Background: an optimization exercise with open tools, aiming at small area, a short achievable clock period and few clock cycles. Do not read the settings as production practice.
In this exercise RTL edits were held to simulation tests only and were not proved equivalent to the original.
No activity file was given, so power comes from the tool's default toggle rates.

// rq_core
module rq_core (
    input  wire        clk,
    input  wire        rst,         
    input  wire        cmd_valid,
    output wire        cmd_ready,
    input  wire [31:0] cmd_data,
    output reg         out_valid,
    output reg  [15:0] out_data
);
Size in the first run: ~2400 cells after synthesis, roughly 250 flip-flops, about 53 I/O pins, about 17000 um2 of cells after synthesis.
export LEC_CHECK = 0
export ABC_AREA = 1
export CAP_MARGIN = 20
export CORE_MARGIN = 2
export CORE_UTILIZATION = 50
export CTS_BUF_LIST = sky130_fd_sc_hd__clkbuf_4 sky130_fd_sc_hd__clkbuf_8
export SLEW_MARGIN = 20
export TNS_END_PERCENT = 5
create_clock -name core_clock -period 12.0 [get_ports {clk}]
standard.sh (not shown) runs the stock make flow with config.mk's settings and CLKGATE_MAP_FILE= SYNTH_SCRIPT=/design/flow/synth_recipe.tcl, a recipe that flattens the netlist after the stock synthesis.
==> flow/flow/run.sh <==
#!/bin/bash
# Standard layout, with timing repair aimed below the clock period:
# repair_timing works to a setup slack of SETUP_SLACK_MARGIN ns.
set -euo pipefail
export SETUP_SLACK_MARGIN=8.3
bash standard.sh > standard_flow.log 2>&1
Testbench counts at the start, summed over its fixed seeds: cycles 77,367.
Change:
==> flow/flow/run.sh (replaced) <==
#!/bin/bash
# Standard layout, with timing repair aimed below the clock period
# (setup slack target SETUP_SLACK_MARGIN ns) and the port buffers made
# with buf_4 cells.
set -euo pipefail
export SETUP_SLACK_MARGIN=8.7
export BUFFER_PORTS_ARGS="-buffer_cell sky130_fd_sc_hd__buf_4"
bash standard.sh > standard_flow.log 2>&1
The changed run finished with timing, DRC and antenna clean.
Final area went up by 3.0%.
Setup slack gains 0.21 ns.
Count of clock-buffer cells in the layout went down by 8.
Sequential power stays flat.
Wire length went up by 2.1%.
Synthesized area is unchanged.
Core utilization went up by 1.8 points.
Total power went up by 2.2%.
Fmax went up by 5.6%.
Change:
==> flow/flow/run.sh (replaced) <==
#!/bin/bash
# Standard layout, with timing repair aimed below the clock period:
# repair_timing works to a setup slack of SETUP_SLACK_MARGIN ns.
set -euo pipefail
export SETUP_SLACK_MARGIN=8
bash standard.sh > standard_flow.log 2>&1
ABC_AREA = unset   (was 1)
TNS_END_PERCENT = unset   (was 5)
Result: Setup slack gets worse by 0.36 ns; via count is lower by 5.5%; critical path depth goes down by 3; design area rose by 1.1%; die area stays flat; first-iteration DRC count fell by 4.8%; wire length is lower by 1.8%; synthesized area barely changes; total power drops by 16%; clock skew is about the same; flip-flop and latch count stays the same.
Change:
--- a/flow/flow/run.sh
+++ b/flow/flow/run.sh
@@ -5 +5 @@
-export SETUP_SLACK_MARGIN=8
+export SETUP_SLACK_MARGIN=8.6
ABC_AREA = 1   (was unset)
TNS_END_PERCENT = 5   (was unset)
After rerunning: The changed run completed with no timing, DRC or antenna violations. Via count is higher by 6.1%. Cell area is lower by about 0.8%. Clock power is higher by about 13%.

== job 101 ==
Starting RTL as in the previous note.
Settings: LEC_CHECK=0, ABC_AREA=1, CAP_MARGIN=20, CORE_MARGIN=2, CORE_UTILIZATION=50, CTS_BUF_LIST=sky130_fd_sc_hd__clkbuf_4 sky130_fd_sc_hd__clkbuf_8, SLEW_MARGIN=20; clock period 12.0 ns.
==> flow/flow/run.sh <==
#!/bin/bash
# Standard layout, with timing repair aimed below the clock period:
# repair_timing works to a setup slack of SETUP_SLACK_MARGIN ns.
set -euo pipefail
export SETUP_SLACK_MARGIN=8
bash standard.sh > standard_flow.log 2>&1
Job 101 reached the end of the flow, and the finished layout is clean on the timing, DRC and antenna checks.
Testbench counts of job 101, summed over its fixed seeds: cycles 77,367.
The inputs of job 102 differ from those of job 101 as listed below.
Settings: TNS_END_PERCENT now 5, previously not set; CORE_UTILIZATION now 70, was 50.
==> flow/flow/run.sh <==
#!/bin/bash
# Standard layout, with timing repair aimed below the clock period
# (setup slack target SETUP_SLACK_MARGIN ns) and the port buffers made
# with buf_4 cells.
set -euo pipefail
export SETUP_SLACK_MARGIN=8.3
export BUFFER_PORTS_ARGS="-buffer_cell sky130_fd_sc_hd__buf_4"
bash standard.sh > standard_flow.log 2>&1
Results
Job 102 reached the end of the flow, and the finished layout is clean on the timing, DRC and antenna checks. Count of endpoints failing setup in the final report: job 102 vs job 101 identical. Worst hold slack improves in job 102 relative to job 101. In the reports for job 101 and job 102, the smaller global-route usage belongs to job 101. Route | job 102 vs job 101 | wire shorter in job 102. Of job 101 and job 102, the lower slack of the critical path belongs to job 101. Relative to job 101, average routed wire per standard cell has gone up in job 102.
The inputs of job 103 differ from those of job 102 as listed below.
Settings: changing CORE_UTILIZATION from 70 to 50.
==> flow/flow/run.sh <==
#!/bin/bash
# Standard layout, with timing repair aimed below the clock period:
# repair_timing works to a setup slack of SETUP_SLACK_MARGIN ns.
set -euo pipefail
export SETUP_SLACK_MARGIN=8
bash standard.sh > standard_flow.log 2>&1
--- outcome ---
| clock network fraction of total power | job 103 vs job 102 | 1.4 points higher |
Of job 103 and job 102, the run reporting the higher part of the cycle the worst path needs was job 103.
Looking at final-layout non-clock buffer area share, job 103 sits 0.72 points higher than job 102 does.
Delta(time the worst path needs with I/O delays and setup, job 103 - job 102) > 0
In the flow results for job 103 and job 102, the logic gate share of total power is larger on job 102.
[compare] base=job 102 new=job 103: die height +about 18%; hold slack decreased 20 ps; count of clock-buffer cells in the layout has increased.

-- afterwards: timing with drivers on the ports --
How much do the figures lean on ideal ports? The routed layouts below were timed once more, with nothing changed but the port constraints. Step 1 (the two cells are an assumption about what drives the block):
set clk [get_ports {clk}]
set_driving_cell -lib_cell sky130_fd_sc_hd__clkbuf_16 $clk
set_driving_cell -lib_cell sky130_fd_sc_hd__buf_2 [delete_from_list [all_inputs] $clk]
Step 2 adds t to the input delays and takes it off the output delays; t is the mean of the earliest and latest rising clock arrival at the registers after step 1. Input paths then give back, and output paths get back, about the clock's delay inside the block. a / b / c = no drivers / after step 1 / after step 2; a / b = the first two.
run	shift t [ns]	setup WS [ns]	worst setup path after step 2	worst register clock-pin slew, ns
the first run of note 1	0.666	8.123 / 8.071 / 7.649	input to register	0.07 / 0.07
the second run of note 1	0.651	8.330 / 8.338 / 7.688	input to register	0.07 / 0.07
the third run of note 1	0.674	7.968 / 7.961 / 7.330	input to register	0.07 / 0.07
the fourth run of note 1	0.664	8.306 / 8.336 / 7.672	input to register	0.07 / 0.07
job 101	0.666	8.067 / 8.018 / 7.442	input to register	0.07 / 0.07
job 102	0.597	8.149 / 8.149 / 7.614	input to register	0.07 / 0.07
job 103	0.669	7.980 / 7.930 / 7.375	input to register	0.07 / 0.07
After both steps setup and hold are still met in every run listed. For the second run of note 1, which loses most, drivers alone change the setup slack by +0.008 ns; drivers and shift together by -0.642 ns.
